This design comes from an exercise in tuning for a short achievable clock period on the open sky130 flow, not from production work.
Only simulation tests tie the RTL to the original design; equivalence was not proved.
Power and IR drop assume default switching activity.

--- flow/run.sh ---
#!/bin/bash
# Own flow: the standard layout (standard.sh: its synthesis script and steps), with
#  - MATCH_CELL_FOOTPRINT=0, so the resizer may change a gate to any size, not only to
#    sizes with the same footprint;
#  - slow stacked-transistor gates (4-input OR/NOR, 3-input OR/NOR and the larger
#    AOI/OAI forms) added to DONT_USE_CELLS, so synthesis and the resizer map the logic
#    to faster gates (flip-flop cells are not affected);
#  - pin regions (flow/io.tcl, ORFS's IO_CONSTRAINTS) that keep the ports of each
#    input-to-output path together on one edge.
# make's full output goes to flow_make.log here; each ORFS step logs under orfs/logs/.
set -euo pipefail
echo "export DONT_USE_CELLS += sky130_fd_sc_hd__a2111o_1 sky130_fd_sc_hd__a2111o_2 sky130_fd_sc_hd__a2111o_4 sky130_fd_sc_hd__a2111oi_0 sky130_fd_sc_hd__a2111oi_1 sky130_fd_sc_hd__a2111oi_2 sky130_fd_sc_hd__a2111oi_4 sky130_fd_sc_hd__a221o_1 sky130_fd_sc_hd__a221o_2 sky130_fd_sc_hd__a221o_4 sky130_fd_sc_hd__a221oi_1 sky130_fd_sc_hd__a221oi_2 sky130_fd_sc_hd__a221oi_4 sky130_fd_sc_hd__a222oi_1 sky130_fd_sc_hd__a311o_1 sky130_fd_sc_hd__a311o_2 sky130_fd_sc_hd__a311o_4 sky130_fd_sc_hd__a311oi_1 sky130_fd_sc_hd__a311oi_2 sky130_fd_sc_hd__a311oi_4 sky130_fd_sc_hd__a32o_1 sky130_fd_sc_hd__a32o_2 sky130_fd_sc_hd__a32o_4 sky130_fd_sc_hd__a32oi_1 sky130_fd_sc_hd__a32oi_2 sky130_fd_sc_hd__a32oi_4 sky130_fd_sc_hd__a41o_1 sky130_fd_sc_hd__a41o_2 sky130_fd_sc_hd__a41o_4 sky130_fd_sc_hd__a41oi_1 sky130_fd_sc_hd__a41oi_2 sky130_fd_sc_hd__a41oi_4 sky130_fd_sc_hd__nor3_1 sky130_fd_sc_hd__nor3_2 sky130_fd_sc_hd__nor3_4 sky130_fd_sc_hd__nor3b_1 sky130_fd_sc_hd__nor3b_2 sky130_fd_sc_hd__nor3b_4 sky130_fd_sc_hd__nor4_1 sky130_fd_sc_hd__nor4_2 sky130_fd_sc_hd__nor4_4 sky130_fd_sc_hd__nor4b_1 sky130_fd_sc_hd__nor4b_2 sky130_fd_sc_hd__nor4b_4 sky130_fd_sc_hd__nor4bb_1 sky130_fd_sc_hd__nor4bb_2 sky130_fd_sc_hd__nor4bb_4 sky130_fd_sc_hd__o2111a_1 sky130_fd_sc_hd__o2111a_2 sky130_fd_sc_hd__o2111a_4 sky130_fd_sc_hd__o2111ai_1 sky130_fd_sc_hd__o2111ai_2 sky130_fd_sc_hd__o2111ai_4 sky130_fd_sc_hd__o221a_1 sky130_fd_sc_hd__o221a_2 sky130_fd_sc_hd__o221a_4 sky130_fd_sc_hd__o221ai_1 sky130_fd_sc_hd__o221ai_2 sky130_fd_sc_hd__o221ai_4 sky130_fd_sc_hd__o311a_1 sky130_fd_sc_hd__o311a_2 sky130_fd_sc_hd__o311a_4 sky130_fd_sc_hd__o311ai_0 sky130_fd_sc_hd__o311ai_1 sky130_fd_sc_hd__o311ai_2 sky130_fd_sc_hd__o311ai_4 sky130_fd_sc_hd__o32a_1 sky130_fd_sc_hd__o32a_2 sky130_fd_sc_hd__o32a_4 sky130_fd_sc_hd__o32ai_1 sky130_fd_sc_hd__o32ai_2 sky130_fd_sc_hd__o32ai_4 sky130_fd_sc_hd__o41a_1 sky130_fd_sc_hd__o41a_2 sky130_fd_sc_hd__o41a_4 sky130_fd_sc_hd__o41ai_1 sky130_fd_sc_hd__o41ai_2 sky130_fd_sc_hd__o41ai_4 sky130_fd_sc_hd__or3_1 sky130_fd_sc_hd__or3_2 sky130_fd_sc_hd__or3_4 sky130_fd_sc_hd__or3b_1 sky130_fd_sc_hd__or3b_2 sky130_fd_sc_hd__or3b_4 sky130_fd_sc_hd__or4_1 sky130_fd_sc_hd__or4_2 sky130_fd_sc_hd__or4_4 sky130_fd_sc_hd__or4b_1 sky130_fd_sc_hd__or4b_2 sky130_fd_sc_hd__or4b_4 sky130_fd_sc_hd__or4bb_1 sky130_fd_sc_hd__or4bb_2 sky130_fd_sc_hd__or4bb_4" >> config.mk
bash standard.sh SETUP_SLACK_MARGIN=12.5 MATCH_CELL_FOOTPRINT=0 IO_CONSTRAINTS=$PWD/flow/io.tcl finish > flow_make.log 2>&1
--- flow/io.tcl ---
# Pin regions: the ports on the paths from inputs to outputs sit together, so those
# paths need no long wires. Each port is still one pin on the die's edge.
set_io_pin_constraint -pin_names {now* poll rst pl_valid pl_len* failsafe servo_upd upk_valid pl_diag*} -region top:60-136
set_io_pin_constraint -pin_names {rx_data* rx_valid pkt_valid fs_diag*} -region left:80-120
set_io_pin_constraint -pin_names {pl_data* upk_axisX* upk_axisY* upk_button*} -region bottom:10-186
--- standard.sh ---
#!/bin/bash
# synth_recipe.tcl (not shown) runs the flow's synth.tcl, then flattens the netlist and writes it again
# the make line also repeats each setting of config.mk as NAME=value (left out here)
make -C /OpenROAD-flow-scripts/flow DESIGN_CONFIG=/design/flow/config.mk WORK_HOME=/design/flow/orfs CLKGATE_MAP_FILE= SYNTH_SCRIPT=/design/flow/synth_recipe.tcl "${@:-finish}"
--- config.mk ---
export PLATFORM = sky130hd
export DESIGN_NAME = fbw_lcb
export DESIGN_NICKNAME = fbw_lcb
export VERILOG_FILES = /design/flow/design.v
export SDC_FILE = /design/flow/constraint.sdc
export NUM_CORES = 4
export LEC_CHECK = 0
export CAP_MARGIN = 20
export CORE_MARGIN = 2
export CORE_UTILIZATION = 40
export SLEW_MARGIN = 20
export DONT_USE_CELLS += sky130_fd_sc_hd__a2111o_1 sky130_fd_sc_hd__a2111o_2 sky130_fd_sc_hd__a2111o_4 sky130_fd_sc_hd__a2111oi_0 sky130_fd_sc_hd__a2111oi_1 sky130_fd_sc_hd__a2111oi_2 sky130_fd_sc_hd__a2111oi_4 sky130_fd_sc_hd__a221o_1 sky130_fd_sc_hd__a221o_2 sky130_fd_sc_hd__a221o_4 sky130_fd_sc_hd__a221oi_1 sky130_fd_sc_hd__a221oi_2 sky130_fd_sc_hd__a221oi_4 sky130_fd_sc_hd__a222oi_1 sky130_fd_sc_hd__a311o_1 sky130_fd_sc_hd__a311o_2 sky130_fd_sc_hd__a311o_4 sky130_fd_sc_hd__a311oi_1 sky130_fd_sc_hd__a311oi_2 sky130_fd_sc_hd__a311oi_4 sky130_fd_sc_hd__a32o_1 sky130_fd_sc_hd__a32o_2 sky130_fd_sc_hd__a32o_4 sky130_fd_sc_hd__a32oi_1 sky130_fd_sc_hd__a32oi_2 sky130_fd_sc_hd__a32oi_4 sky130_fd_sc_hd__a41o_1 sky130_fd_sc_hd__a41o_2 sky130_fd_sc_hd__a41o_4 sky130_fd_sc_hd__a41oi_1 sky130_fd_sc_hd__a41oi_2 sky130_fd_sc_hd__a41oi_4 sky130_fd_sc_hd__nor3_1 sky130_fd_sc_hd__nor3_2 sky130_fd_sc_hd__nor3_4 sky130_fd_sc_hd__nor3b_1 sky130_fd_sc_hd__nor3b_2 sky130_fd_sc_hd__nor3b_4 sky130_fd_sc_hd__nor4_1 sky130_fd_sc_hd__nor4_2 sky130_fd_sc_hd__nor4_4 sky130_fd_sc_hd__nor4b_1 sky130_fd_sc_hd__nor4b_2 sky130_fd_sc_hd__nor4b_4 sky130_fd_sc_hd__nor4bb_1 sky130_fd_sc_hd__nor4bb_2 sky130_fd_sc_hd__nor4bb_4 sky130_fd_sc_hd__o2111a_1 sky130_fd_sc_hd__o2111a_2 sky130_fd_sc_hd__o2111a_4 sky130_fd_sc_hd__o2111ai_1 sky130_fd_sc_hd__o2111ai_2 sky130_fd_sc_hd__o2111ai_4 sky130_fd_sc_hd__o221a_1 sky130_fd_sc_hd__o221a_2 sky130_fd_sc_hd__o221a_4 sky130_fd_sc_hd__o221ai_1 sky130_fd_sc_hd__o221ai_2 sky130_fd_sc_hd__o221ai_4 sky130_fd_sc_hd__o311a_1 sky130_fd_sc_hd__o311a_2 sky130_fd_sc_hd__o311a_4 sky130_fd_sc_hd__o311ai_0 sky130_fd_sc_hd__o311ai_1 sky130_fd_sc_hd__o311ai_2 sky130_fd_sc_hd__o311ai_4 sky130_fd_sc_hd__o32a_1 sky130_fd_sc_hd__o32a_2 sky130_fd_sc_hd__o32a_4 sky130_fd_sc_hd__o32ai_1 sky130_fd_sc_hd__o32ai_2 sky130_fd_sc_hd__o32ai_4 sky130_fd_sc_hd__o41a_1 sky130_fd_sc_hd__o41a_2 sky130_fd_sc_hd__o41a_4 sky130_fd_sc_hd__o41ai_1 sky130_fd_sc_hd__o41ai_2 sky130_fd_sc_hd__o41ai_4 sky130_fd_sc_hd__or3_1 sky130_fd_sc_hd__or3_2 sky130_fd_sc_hd__or3_4 sky130_fd_sc_hd__or3b_1 sky130_fd_sc_hd__or3b_2 sky130_fd_sc_hd__or3b_4 sky130_fd_sc_hd__or4_1 sky130_fd_sc_hd__or4_2 sky130_fd_sc_hd__or4_4 sky130_fd_sc_hd__or4b_1 sky130_fd_sc_hd__or4b_2 sky130_fd_sc_hd__or4b_4 sky130_fd_sc_hd__or4bb_1 sky130_fd_sc_hd__or4bb_2 sky130_fd_sc_hd__or4bb_4
--- constraint.sdc ---
create_clock -name core_clock -period 22.0 [get_ports {clk}]
set_input_delay 4.4000 -clock core_clock [delete_from_list [all_inputs] [get_ports {clk}]]
set_output_delay 4.4000 -clock core_clock [all_outputs]
set_load 0.01 [all_outputs]
--- design.v ---
module fbw_fsync (
    input  wire        clk,
    input  wire        rst,
    input  wire        rx_valid,
    input  wire [7:0]  rx_data,
    output wire        pkt_valid,
    output wire [15:0] pkt_axisX,
    output wire [15:0] pkt_axisY,
    output wire [7:0]  pkt_button,
    output wire [1:0]  fs_diag
);
    localparam [7:0] SENTINEL = 8'hAA;
    reg        idle;                           
    reg [6:1]  pos;                            
    reg [7:0]  buf1, buf2, buf3, buf4, buf5;   
    reg [7:0]  sum;                            
    reg [7:0]  sum_n;                          
    assign pkt_axisX  = {buf2, buf1};
    assign pkt_axisY  = {buf4, buf3};
    assign pkt_button = buf5;
    wire take   = !rst && rx_valid;
    wire chk_eq = (rx_data == ~sum_n);
    assign pkt_valid  = take && pos[6] && chk_eq;               
    assign fs_diag[1] = take && pos[6] && !chk_eq;              
    assign fs_diag[0] = take && idle && (rx_data != SENTINEL);  
    always @(posedge clk) begin
        if (rst) begin
            idle <= 1'b1;
            pos  <= 6'd0;
        end else if (rx_valid) begin
            idle <= idle ? (rx_data != SENTINEL) : pos[6];
            pos  <= {pos[5:1], idle && (rx_data == SENTINEL)};
        end
    end
    always @(posedge clk) begin
        if (rx_valid) begin
            if (pos[1]) begin buf1 <= rx_data; sum <= rx_data; sum_n <= ~rx_data; end
            if (pos[2]) begin buf2 <= rx_data; sum <= sum + rx_data; sum_n <= ~(sum + rx_data); end
            if (pos[3]) begin buf3 <= rx_data; sum <= sum + rx_data; sum_n <= ~(sum + rx_data); end
            if (pos[4]) begin buf4 <= rx_data; sum <= sum + rx_data; sum_n <= ~(sum + rx_data); end
            if (pos[5]) begin buf5 <= rx_data; sum <= sum + rx_data; sum_n <= ~(sum + rx_data); end
        end
    end
endmodule
module fbw_unpack (
    input  wire        rst,
    input  wire        pl_valid,
    input  wire [7:0]  pl_len,
    input  wire [39:0] pl_data,
    output wire        upk_valid,
    output wire [15:0] upk_axisX,
    output wire [15:0] upk_axisY,
    output wire [7:0]  upk_button,
    output wire [1:0]  pl_diag
);
    localparam [7:0] PAYLOAD_LEN = 8'd5;
    wire take = !rst && pl_valid;
    assign upk_valid  = take && (pl_len == PAYLOAD_LEN);
    assign pl_diag    = (take && (pl_len != PAYLOAD_LEN)) ? 2'd3 : 2'd0;
    assign upk_axisX  = pl_data[15:0];
    assign upk_axisY  = pl_data[31:16];
    assign upk_button = pl_data[39:32];
endmodule
module fbw_axmap (
    input  wire [15:0] raw,
    output wire [7:0]  angle,
    output wire [7:0]  angle_m
);
    wire signed [15:0] r = raw;
    wire [89:0] t;
    assign t[0] = (r >= -16'sd32766);
    assign t[1] = (r >= -16'sd32038);
    assign t[2] = (r >= -16'sd31310);
    assign t[3] = (r >= -16'sd30582);
    assign t[4] = (r >= -16'sd29854);
    assign t[5] = (r >= -16'sd29126);
    assign t[6] = (r >= -16'sd28398);
    assign t[7] = (r >= -16'sd27669);
    assign t[8] = (r >= -16'sd26941);
    assign t[9] = (r >= -16'sd26213);
    assign t[10] = (r >= -16'sd25485);
    assign t[11] = (r >= -16'sd24757);
    assign t[12] = (r >= -16'sd24029);
    assign t[13] = (r >= -16'sd23300);
    assign t[14] = (r >= -16'sd22572);
    assign t[15] = (r >= -16'sd21844);
    assign t[16] = (r >= -16'sd21116);
    assign t[17] = (r >= -16'sd20388);
    assign t[18] = (r >= -16'sd19660);
    assign t[19] = (r >= -16'sd18932);
    assign t[20] = (r >= -16'sd18203);
    assign t[21] = (r >= -16'sd17475);
    assign t[22] = (r >= -16'sd16747);
    assign t[23] = (r >= -16'sd16019);
    assign t[24] = (r >= -16'sd15291);
    assign t[25] = (r >= -16'sd14563);
    assign t[26] = (r >= -16'sd13834);
    assign t[27] = (r >= -16'sd13106);
    assign t[28] = (r >= -16'sd12378);
    assign t[29] = (r >= -16'sd11650);
    assign t[30] = (r >= -16'sd10922);
    assign t[31] = (r >= -16'sd10194);
    assign t[32] = (r >= -16'sd9466);
    assign t[33] = (r >= -16'sd8737);
    assign t[34] = (r >= -16'sd8009);
    assign t[35] = (r >= -16'sd7281);
    assign t[36] = (r >= -16'sd6553);
    assign t[37] = (r >= -16'sd5825);
    assign t[38] = (r >= -16'sd5097);
    assign t[39] = (r >= -16'sd4368);
    assign t[40] = (r >= -16'sd3640);
    assign t[41] = (r >= -16'sd2912);
    assign t[42] = (r >= -16'sd2184);
    assign t[43] = (r >= -16'sd1456);
    assign t[44] = (r >= -16'sd728);
    assign t[45] = (r >= 16'sd729);
    assign t[46] = (r >= 16'sd1457);
    assign t[47] = (r >= 16'sd2185);
    assign t[48] = (r >= 16'sd2913);
    assign t[49] = (r >= 16'sd3641);
    assign t[50] = (r >= 16'sd4369);
    assign t[51] = (r >= 16'sd5098);
    assign t[52] = (r >= 16'sd5826);
    assign t[53] = (r >= 16'sd6554);
    assign t[54] = (r >= 16'sd7282);
    assign t[55] = (r >= 16'sd8010);
    assign t[56] = (r >= 16'sd8738);
    assign t[57] = (r >= 16'sd9467);
    assign t[58] = (r >= 16'sd10195);
    assign t[59] = (r >= 16'sd10923);
    assign t[60] = (r >= 16'sd11651);
    assign t[61] = (r >= 16'sd12379);
    assign t[62] = (r >= 16'sd13107);
    assign t[63] = (r >= 16'sd13835);
    assign t[64] = (r >= 16'sd14564);
    assign t[65] = (r >= 16'sd15292);
    assign t[66] = (r >= 16'sd16020);
    assign t[67] = (r >= 16'sd16748);
    assign t[68] = (r >= 16'sd17476);
    assign t[69] = (r >= 16'sd18204);
    assign t[70] = (r >= 16'sd18933);
    assign t[71] = (r >= 16'sd19661);
    assign t[72] = (r >= 16'sd20389);
    assign t[73] = (r >= 16'sd21117);
    assign t[74] = (r >= 16'sd21845);
    assign t[75] = (r >= 16'sd22573);
    assign t[76] = (r >= 16'sd23301);
    assign t[77] = (r >= 16'sd24030);
    assign t[78] = (r >= 16'sd24758);
    assign t[79] = (r >= 16'sd25486);
    assign t[80] = (r >= 16'sd26214);
    assign t[81] = (r >= 16'sd26942);
    assign t[82] = (r >= 16'sd27670);
    assign t[83] = (r >= 16'sd28399);
    assign t[84] = (r >= 16'sd29127);
    assign t[85] = (r >= 16'sd29855);
    assign t[86] = (r >= 16'sd30583);
    assign t[87] = (r >= 16'sd31311);
    assign t[88] = (r >= 16'sd32039);
    assign t[89] = (r >= 16'sd32767);
    assign angle[0] = (!t[0]) | (t[1] & !t[2]) | (t[3] & !t[4]) | (t[5] & !t[6]) | (t[7] & !t[8]) | (t[9] & !t[10]) | (t[11] & !t[12]) | (t[13] & !t[14]) | (t[15] & !t[16]) | (t[17] & !t[18]) | (t[19] & !t[20]) | (t[21] & !t[22]) | (t[23] & !t[24]) | (t[25] & !t[26]) | (t[27] & !t[28]) | (t[29] & !t[30]) | (t[31] & !t[32]) | (t[33] & !t[34]) | (t[35] & !t[36]) | (t[37] & !t[38]) | (t[39] & !t[40]) | (t[41] & !t[42]) | (t[43] & !t[44]) | (t[45] & !t[46]) | (t[47] & !t[48]) | (t[49] & !t[50]) | (t[51] & !t[52]) | (t[53] & !t[54]) | (t[55] & !t[56]) | (t[57] & !t[58]) | (t[59] & !t[60]) | (t[61] & !t[62]) | (t[63] & !t[64]) | (t[65] & !t[66]) | (t[67] & !t[68]) | (t[69] & !t[70]) | (t[71] & !t[72]) | (t[73] & !t[74]) | (t[75] & !t[76]) | (t[77] & !t[78]) | (t[79] & !t[80]) | (t[81] & !t[82]) | (t[83] & !t[84]) | (t[85] & !t[86]) | (t[87] & !t[88]) | (t[89]);
    assign angle[1] = (t[0] & !t[2]) | (t[4] & !t[6]) | (t[8] & !t[10]) | (t[12] & !t[14]) | (t[16] & !t[18]) | (t[20] & !t[22]) | (t[24] & !t[26]) | (t[28] & !t[30]) | (t[32] & !t[34]) | (t[36] & !t[38]) | (t[40] & !t[42]) | (t[44] & !t[46]) | (t[48] & !t[50]) | (t[52] & !t[54]) | (t[56] & !t[58]) | (t[60] & !t[62]) | (t[64] & !t[66]) | (t[68] & !t[70]) | (t[72] & !t[74]) | (t[76] & !t[78]) | (t[80] & !t[82]) | (t[84] & !t[86]) | (t[88]);
    assign angle[2] = (!t[2]) | (t[6] & !t[10]) | (t[14] & !t[18]) | (t[22] & !t[26]) | (t[30] & !t[34]) | (t[38] & !t[42]) | (t[46] & !t[50]) | (t[54] & !t[58]) | (t[62] & !t[66]) | (t[70] & !t[74]) | (t[78] & !t[82]) | (t[86]);
    assign angle[3] = (!t[2]) | (t[10] & !t[18]) | (t[26] & !t[34]) | (t[42] & !t[50]) | (t[58] & !t[66]) | (t[74] & !t[82]);
    assign angle[4] = (t[2] & !t[18]) | (t[34] & !t[50]) | (t[66] & !t[82]);
    assign angle[5] = (!t[18]) | (t[50] & !t[82]);
    assign angle[6] = (t[18] & !t[82]);
    assign angle[7] = (t[82]);
    assign angle_m[0] = (!t[0]) | (t[1] & !t[2]) | (t[3] & !t[4]) | (t[5] & !t[6]) | (t[7] & !t[8]) | (t[9] & !t[10]) | (t[11] & !t[12]) | (t[13] & !t[14]) | (t[15] & !t[16]) | (t[17] & !t[18]) | (t[19] & !t[20]) | (t[21] & !t[22]) | (t[23] & !t[24]) | (t[25] & !t[26]) | (t[27] & !t[28]) | (t[29] & !t[30]) | (t[31] & !t[32]) | (t[33] & !t[34]) | (t[35] & !t[36]) | (t[37] & !t[38]) | (t[39] & !t[40]) | (t[41] & !t[42]) | (t[43] & !t[44]) | (t[45] & !t[46]) | (t[47] & !t[48]) | (t[49] & !t[50]) | (t[51] & !t[52]) | (t[53] & !t[54]) | (t[55] & !t[56]) | (t[57] & !t[58]) | (t[59] & !t[60]) | (t[61] & !t[62]) | (t[63] & !t[64]) | (t[65] & !t[66]) | (t[67] & !t[68]) | (t[69] & !t[70]) | (t[71] & !t[72]) | (t[73] & !t[74]) | (t[75] & !t[76]) | (t[77] & !t[78]) | (t[79] & !t[80]) | (t[81] & !t[82]) | (t[83] & !t[84]) | (t[85] & !t[86]) | (t[87] & !t[88]) | (t[89]);
    assign angle_m[1] = (!t[1]) | (t[3] & !t[5]) | (t[7] & !t[9]) | (t[11] & !t[13]) | (t[15] & !t[17]) | (t[19] & !t[21]) | (t[23] & !t[25]) | (t[27] & !t[29]) | (t[31] & !t[33]) | (t[35] & !t[37]) | (t[39] & !t[41]) | (t[43] & !t[45]) | (t[47] & !t[49]) | (t[51] & !t[53]) | (t[55] & !t[57]) | (t[59] & !t[61]) | (t[63] & !t[65]) | (t[67] & !t[69]) | (t[71] & !t[73]) | (t[75] & !t[77]) | (t[79] & !t[81]) | (t[83] & !t[85]) | (t[87] & !t[89]);
    assign angle_m[2] = (!t[3]) | (t[7] & !t[11]) | (t[15] & !t[19]) | (t[23] & !t[27]) | (t[31] & !t[35]) | (t[39] & !t[43]) | (t[47] & !t[51]) | (t[55] & !t[59]) | (t[63] & !t[67]) | (t[71] & !t[75]) | (t[79] & !t[83]) | (t[87]);
    assign angle_m[3] = (t[7] & !t[15]) | (t[23] & !t[31]) | (t[39] & !t[47]) | (t[55] & !t[63]) | (t[71] & !t[79]) | (t[87]);
    assign angle_m[4] = (t[7] & !t[23]) | (t[39] & !t[55]) | (t[71] & !t[87]);
    assign angle_m[5] = (t[7] & !t[39]) | (t[71]);
    assign angle_m[6] = (t[7] & !t[71]);
    assign angle_m[7] = (!t[7]);
endmodule
module fbw_fsafe #(
    parameter integer TIMEOUT_MS = 800
) (
    input  wire        clk,
    input  wire        rst,
    input  wire        pkt_valid,
    input  wire [15:0] pkt_axisX,
    input  wire [15:0] pkt_axisY,
    input  wire        poll,
    input  wire [31:0] now,
    output wire [39:0] servo_angle,
    output wire        servo_upd,
    output wire        failsafe
);
    localparam [7:0] CENTER = 8'd90;
    reg        link_state;       
    reg        ts_valid;
    reg        fresh;
    reg [21:0] win_h0;           
    reg [21:0] win_h1;           
    reg [9:0]  win_lo;           
    reg [9:0]  win_hi;           
    reg [9:0]  win_bo;           
    reg        win_bo_ok;        
    reg [7:0]  angle0, angle1, angleY;
    wire [7:0] ax, ax_m, ay, ay_m;
    fbw_axmap u_mapx (.raw(pkt_axisX), .angle(ax), .angle_m(ax_m));
    fbw_axmap u_mapy (.raw(pkt_axisY), .angle(ay), .angle_m(ay_m));
    wire [21:0] nh = now[31:10];
    wire [9:0]  nl = now[9:0];
    wire blk0, blk1;
    fbw_winblk u_blk0 (.nh(nh), .nl(nl), .h(win_h0), .lo(win_lo), .hi(win_hi), .ok(1'b1), .in_blk(blk0));
    fbw_winblk #(.HAS_LO(0)) u_blk1 (.nh(nh), .nl(nl), .h(win_h1), .lo(10'd0), .hi(win_bo), .ok(win_bo_ok), .in_blk(blk1));
    wire pend   = poll && !fresh;
    wire a_x    = !pkt_valid && pend && !ts_valid;
    wire q_f    = !pkt_valid && pend && ts_valid;
    wire a_fs   = rst || (!pkt_valid && link_state) || a_x;
    wire a_upd  = !rst && (pkt_valid || (pend && !ts_valid));
    wire q_upd  = !rst && pend && ts_valid;
    wire force_n;
    fbw_fsout u_out (.blk0(blk0), .blk1(blk1),
                     .a_fs(a_fs), .q_fs(q_f), .a_upd(a_upd), .q_upd(q_upd), .a_x(a_x), .q_x(q_f),
                     .failsafe(failsafe), .servo_upd(servo_upd), .force_n(force_n));
    wire [10:0] lo_end  = {1'b0, nl} + TIMEOUT_MS;
    wire [10:0] lo_back = {1'b0, nl} - (11'd1024 - TIMEOUT_MS);
    always @(posedge clk) begin
        if (rst) begin
            link_state <= 1'b1;
            ts_valid   <= 1'b0;
            fresh      <= 1'b0;
            angle0 <= CENTER;
            angle1 <= CENTER;
            angleY <= CENTER;
        end else if (pkt_valid) begin
            link_state <= 1'b0;
            ts_valid   <= 1'b1;
            fresh      <= !poll;
            angle0 <= ax;
            angle1 <= ax_m;
            angleY <= ay;
        end else if (poll) begin
            fresh <= 1'b0;
            if (force_n) begin
                link_state <= 1'b1;
                angle0 <= CENTER;
                angle1 <= CENTER;
                angleY <= CENTER;
            end
        end
    end
    always @(posedge clk) begin
        if (!rst && pkt_valid) begin
            win_h0    <= nh;
            win_h1    <= nh + 22'd1;
            win_lo    <= nl;
            win_hi    <= lo_end[10] ? 10'd1023 : lo_end[9:0];
            win_bo    <= lo_back[9:0];
            win_bo_ok <= !lo_back[10];
        end
    end
    assign servo_angle = {angleY, angleY, angleY, angle1, angle0};
endmodule
module fbw_winblk #(
    parameter integer HAS_LO = 1
) (
    input  wire [21:0] nh,
    input  wire [9:0]  nl,
    input  wire [21:0] h,
    input  wire [9:0]  lo,
    input  wire [9:0]  hi,
    input  wire        ok,
    output wire        in_blk
);
    function ge10(input [9:0] a, input [9:0] b);
        reg r;
        integer i;
        begin
            r = 1'b1;
            for (i = 0; i < 10; i = i + 1)
                r = (a[i] & ~b[i]) | ((a[i] | ~b[i]) & r);
            ge10 = r;
        end
    endfunction
    wire lo_ok = (HAS_LO != 0) ? ge10(nl, lo) : 1'b1;
    assign in_blk = ok && (nh == h) && lo_ok && ge10(hi, nl);
endmodule
module fbw_fsout (
    input  wire blk0,
    input  wire blk1,
    input  wire a_fs,
    input  wire q_fs,
    input  wire a_upd,
    input  wire q_upd,
    input  wire a_x,
    input  wire q_x,
    output wire failsafe,
    output wire servo_upd,
    output wire force_n
);
    wire out_win = !(blk0 || blk1);
    assign failsafe  = a_fs  || (q_fs  && out_win);
    assign servo_upd = a_upd || (q_upd && out_win);
    assign force_n   = a_x   || (q_x   && out_win);
endmodule
module fbw_lcb (
    input  wire        clk,
    input  wire        rst,
    input  wire        rx_valid,
    input  wire [7:0]  rx_data,
    output wire        pkt_valid,
    output wire [15:0] pkt_axisX,
    output wire [15:0] pkt_axisY,
    output wire [7:0]  pkt_button,
    output wire [1:0]  fs_diag,
    input  wire        pl_valid,
    input  wire [7:0]  pl_len,
    input  wire [39:0] pl_data,
    output wire        upk_valid,
    output wire [15:0] upk_axisX,
    output wire [15:0] upk_axisY,
    output wire [7:0]  upk_button,
    output wire [1:0]  pl_diag,
    input  wire        poll,
    input  wire [31:0] now,
    output wire [39:0] servo_angle,
    output wire        servo_upd,
    output wire        failsafe
);
    fbw_fsync u_fsync (
        .clk(clk), .rst(rst),
        .rx_valid(rx_valid), .rx_data(rx_data),
        .pkt_valid(pkt_valid), .pkt_axisX(pkt_axisX), .pkt_axisY(pkt_axisY),
        .pkt_button(pkt_button), .fs_diag(fs_diag)
    );
    fbw_unpack u_unpack (
        .rst(rst),
        .pl_valid(pl_valid), .pl_len(pl_len), .pl_data(pl_data),
        .upk_valid(upk_valid), .upk_axisX(upk_axisX), .upk_axisY(upk_axisY),
        .upk_button(upk_button), .pl_diag(pl_diag)
    );
    fbw_fsafe #(.TIMEOUT_MS(800)) u_fsafe (
        .clk(clk), .rst(rst),
        .pkt_valid(upk_valid), .pkt_axisX(upk_axisX), .pkt_axisY(upk_axisY),
        .poll(poll), .now(now),
        .servo_angle(servo_angle), .servo_upd(servo_upd), .failsafe(failsafe)
    );
endmodule
==> notes.md <==
where the power goes:
part	internal, µW	total [µW]	switching (µW)
Combinational	76.9	241	165
Clock	190	313	123
Sequential	324	324	0.141
cells in the mapped netlist, types with 9 or more instances:
cell type / number / area, µm²
a211o_1: 15 / 131
a211oi_1: 25 / 188
a21o_1: 14 / 105
a21oi_1: 154 / 771
a22oi_1: 19 / 143
a2bb2oi_1: 10 / 87.6
a31o_2: 10 / 87.6
a31oi_1: 58 / 363
and2_1: 35 / 219
and3_1: 48 / 300
and4_1: 22 / 193
and4b_1: 17 / 170
buf_2: 70 / 350
buf_4: 70 / 526
clkbuf_1: 37 / 139
dfxtp_1: 33 / 661
edfxtp_1: 126 / 3780
ha_1: 9 / 113
inv_1: 68 / 255
nand2_1: 155 / 582
nand2b_1: 41 / 257
nand3_1: 84 / 420
nand4_1: 73 / 457
nand4b_1: 11 / 96.3
nor2_1: 203 / 762
nor2b_1: 41 / 257
o211a_1: 9 / 90.1
o211ai_1: 48 / 360
o21a_1: 18 / 135
o21ai_0: 139 / 696
o21ai_1: 12 / 60.1
o22ai_1: 21 / 131
o31a_1: 13 / 114
o31ai_1: 21 / 158
or2_2: 19 / 119
xnor2_1: 63 / 552
xor2_1: 20 / 175
cell families (layout without fill, tap and decap cells):
family / after synthesis / after routing / share of synthesized area (%)
compound gates: 624 / 624 / 26.3
xor+xnor: 83 / 83 / 4.84
fa+ha+maj: 15 / 15 / 1.23
buf+inv: 264 / 372 / 9.33
flops: 159 / 159 / 29.6
mux: 7 / 7 / 0.483
other cells: 1 / 2 / 0.0249
simple gates: 794 / 794 / 28.3
how the worst min path moves through the flow:
stage	cells after the start	to
6_report	2	u_fsafe.angle1[4]
5_1_grt	2	u_fsafe.angle1[4]
4_1_cts	2	u_fsafe.angle1[4]
3_5_place_dp	2	u_fsafe.angle1[4]
3_3_place_gp	2	u_fsafe.angle1[4]
2_1_floorplan	1	u_fsafe.fresh
per-stage QoR:
step	total power [µW]	std cells	util, %	hold slack [ps]	area (µm²)
finish	879	2530	48.8	461	18200
detailed placement	541	2465	45.1	443	16800
global placement	547	2465	45.1	440	16800
CTS	860	2526	48.7	453	18200
floorplan	458	1947	-	432	15100
global route	897	2529	48.8	472	18200
routing by layer:
layer / GRT usage, % / part of all wire (%) / vias up
met3: 14.5 / 14 / 549
li1: - / - / 7317
met1: 50.4 / 35 / 8347
met4: 27.0 / 8.7 / 2
met5: 0 / 0.016 / -
met2: 61.3 / 42 / 1741
flip-flops by register name, summed over array words and instances, names as in the netlist, 5 cells and up:
| name | flops |
|---|---|
| u_fsafe.win_h0 | 22 |
| u_fsync.sum_n | 8 |
| u_fsync.buf3 | 8 |
| u_fsafe.win_bo | 5 |
| u_fsafe.angle1 | 7 |
| u_fsafe.win_lo | 10 |
| u_fsync.buf5 | 8 |
| u_fsync.pos | 6 |
| u_fsafe.win_h1 | 22 |
| u_fsync.sum | 8 |
| u_fsafe.win_hi | 10 |
| u_fsync.buf1 | 8 |
| u_fsafe.angle0 | 8 |
| u_fsafe.angleY | 8 |
| u_fsync.buf4 | 8 |
| u_fsync.buf2 | 8 |
timing repair:
action,CTS,global route
resized for setup,277,37
gates cloned,9,0
setup buffers,20,3
pin swaps,29,18
endpoints found under the setup margin,40,9
cell type report:
| type | count | share of cell area, % |
|---|---|---|
| multi-input cells | 1524 | 51.3 |
| repair buffers | 270 | 16.0 |
| inverters | 70 | 1.49 |
| well taps | 474 | 3.25 |
| flip-flops and latches | 159 | 24.4 |
| clock buffers | 25 | 3.08 |
| clock inverters | 7 | 0.453 |
| diodes | 1 | 0.0137 |
critical path: stages:
cell and delay (ps):
dlymetal6s2s_1 160, inv_2 90, a211oi_2 230, a211o_1 220, a211oi_2 90, o31ai_2 270, o211ai_2 180, buf_4 170
a21oi_2 130, buf_2 150
cell usage in the layout (no fill, tap or decap), types with 10 or more instances in the layout:
master           count
a211o_1             15
a211oi_1            22
a21o_1              14
a21oi_1            150
a22oi_1             19
a31o_2              10
a31oi_1             58
and2_1              35
and3_1              48
and4_1              21
and4b_1             16
buf_12              16
buf_4               45
buf_6               11
clkbuf_16           29
clkbuf_2            21
clkdlybuf4s50_1    102
dfxtp_1             33
dlymetal6s2s_1      54
edfxtp_1           126
inv_1               63
nand2_1            153
nand2b_1            38
nand3_1             84
nand4_1             73
nand4b_1            11
nor2_1             192
nor2_2              14
nor2b_1             39
o211ai_1            48
o21a_1              18
o21ai_0            138
o21ai_1             13
o22ai_1             21
o31a_1              13
o31ai_1             20
or2_2               19
xnor2_1             61
xor2_1              20
==> impl_results.md <==
* Final Hold Fails at 0
* Yosys cell types at 72
* Area growth syn-to-layout at 21.2%
* Die X at 198 µm
* H-tree Lvls at 4
* Max Clock Freq at around 0.095 GHz
* Row count at 71
* Ys Warns at 4
* DR WL/cell at 32.6 µm
* Hold Startpoint: u_fsafe.angle1[4]
* Reg2reg end: u_fsafe.angleY[1]
* Slew Limit Fails at 0
* Die area at 39100 µm²
* CP Max Fanout at 5
* Initial DRC count at 3191
* Worst R2R Setup Slack at 19240 ps
* TritonCTS Buffers at 17
* Cts hold-fix bufs at 0
* Via count at 18000
* Post-synthesis cell count at 1947
* R2R depth at 11
* Number of global-route vias before repair at between 15000 and 20000
* Kind of end point of the critical path: output pin
* DRT antenna net count at 0
* Worst setup path startpoint: now[3]
* RSZ-0062 raised after global routing: yes
* Worst Path Arrival at just over 6000 ps
* Layout cells sized above 1 at 12.0%
* Avg Vias per Cell at 7.10
* Drt pass-1 iters at 14
* Number of remaining DRC errors at 0
* Register area at between 4000 and 5000 µm²
* FFs w/ async S/R, synth at 0%
* Routability cong. at 1.11
* Post-DP HPWL at 56.1 mm
* Initial antenna violation count at 5
* Worst hold path class: reg2reg
* Worst-Margin Slew at 1230 ps
* All-layer global routing usage at about 41%
* Filler instances at 3586
* Final setup violation count at 0
* First-pass GRT wire length at 117 mm
* Layout Nets at 2145
* Worst Setup Start Kind: input port
* Remaining Overflow, GRT at 0
* Max-cap viol count at 0
* Io pins at 221
* Die Ht at 198 µm
* Core area at 37300 µm²
* Worst-skew pair later-pin latency at 430 ps
* Worst setup margin at 11500 ps
* Ys flop type: edfxtp_1
* Pre-CTS WS at 10430 ps
* Pin count of the biggest net entering global routing at between 70 and 80
* Avg Cell Area, Syn at 7.72 µm²
* Area of the multi-input gates at between 9000 and 10000 µm²
* Pwr Density at 48.2 nW/µm²
* Seq/Total Area, Yosys at 29.6%
* Sink count of the clock tree at 159
* IO Port Bufs at 204
* Worst r2r src: u_fsafe.win_lo[2]
* Root Buffer: clkbuf_16
* Post-synthesis cell area at 15000 µm²
* Crit share post-route at 47.7%
* Net Count, Synth at 2050
* CTS clk-pin slew, worst paths at 70 ps
* Final Skew at about 7 ps
* CTS tree: built
* Setup CP Type: in2out
* Worst setup path end: servo_upd
* EDFF count, synth at roughly 130
* Final setup TNS at 0 ps
* Slew HR at 17.4%
* Synthesis-stage register bit count at 159
* Starting density of the core at 40.3%
* Total routed wirelength at between 80 and 90 mm
* CTS Buffer Depth at 2
* Status: complete, no violations
* Leakage at around 0.0069 µW
* Critical Path RT at 17600 ps
* Period minus WS final at 10500 ps
* Worst VDD drop at 0.0579 mV

what the ideal ports hide:
How much do the figures lean on ideal ports? The routed layout below was timed once more, with nothing changed but the port constraints.
Step 1 (the two cells are an assumption about what drives the block):
set clk [get_ports {clk}]
set_driving_cell -lib_cell sky130_fd_sc_hd__clkbuf_16 $clk
set_driving_cell -lib_cell sky130_fd_sc_hd__buf_2 [delete_from_list [all_inputs] $clk]
Step 2, shift: input delay + t, output delay - t, t = (earliest + latest rising clock arrival at the registers) / 2. This alone moves slack from input paths to output paths.
Slacks: no drivers / after step 1 / after step 2; pairs: no drivers / after step 1.
t, ns: 0.472
slack for setup (ns): 11.501 / 11.441 / 11.441
slew at the worst register clock pin (ns): 0.07 / 0.07
pins driven straight from the clock port: 1
After both steps setup and hold are still met in this run. The setup slack of this run moves by -0.060 ns with the drivers and by -0.060 ns with both steps.
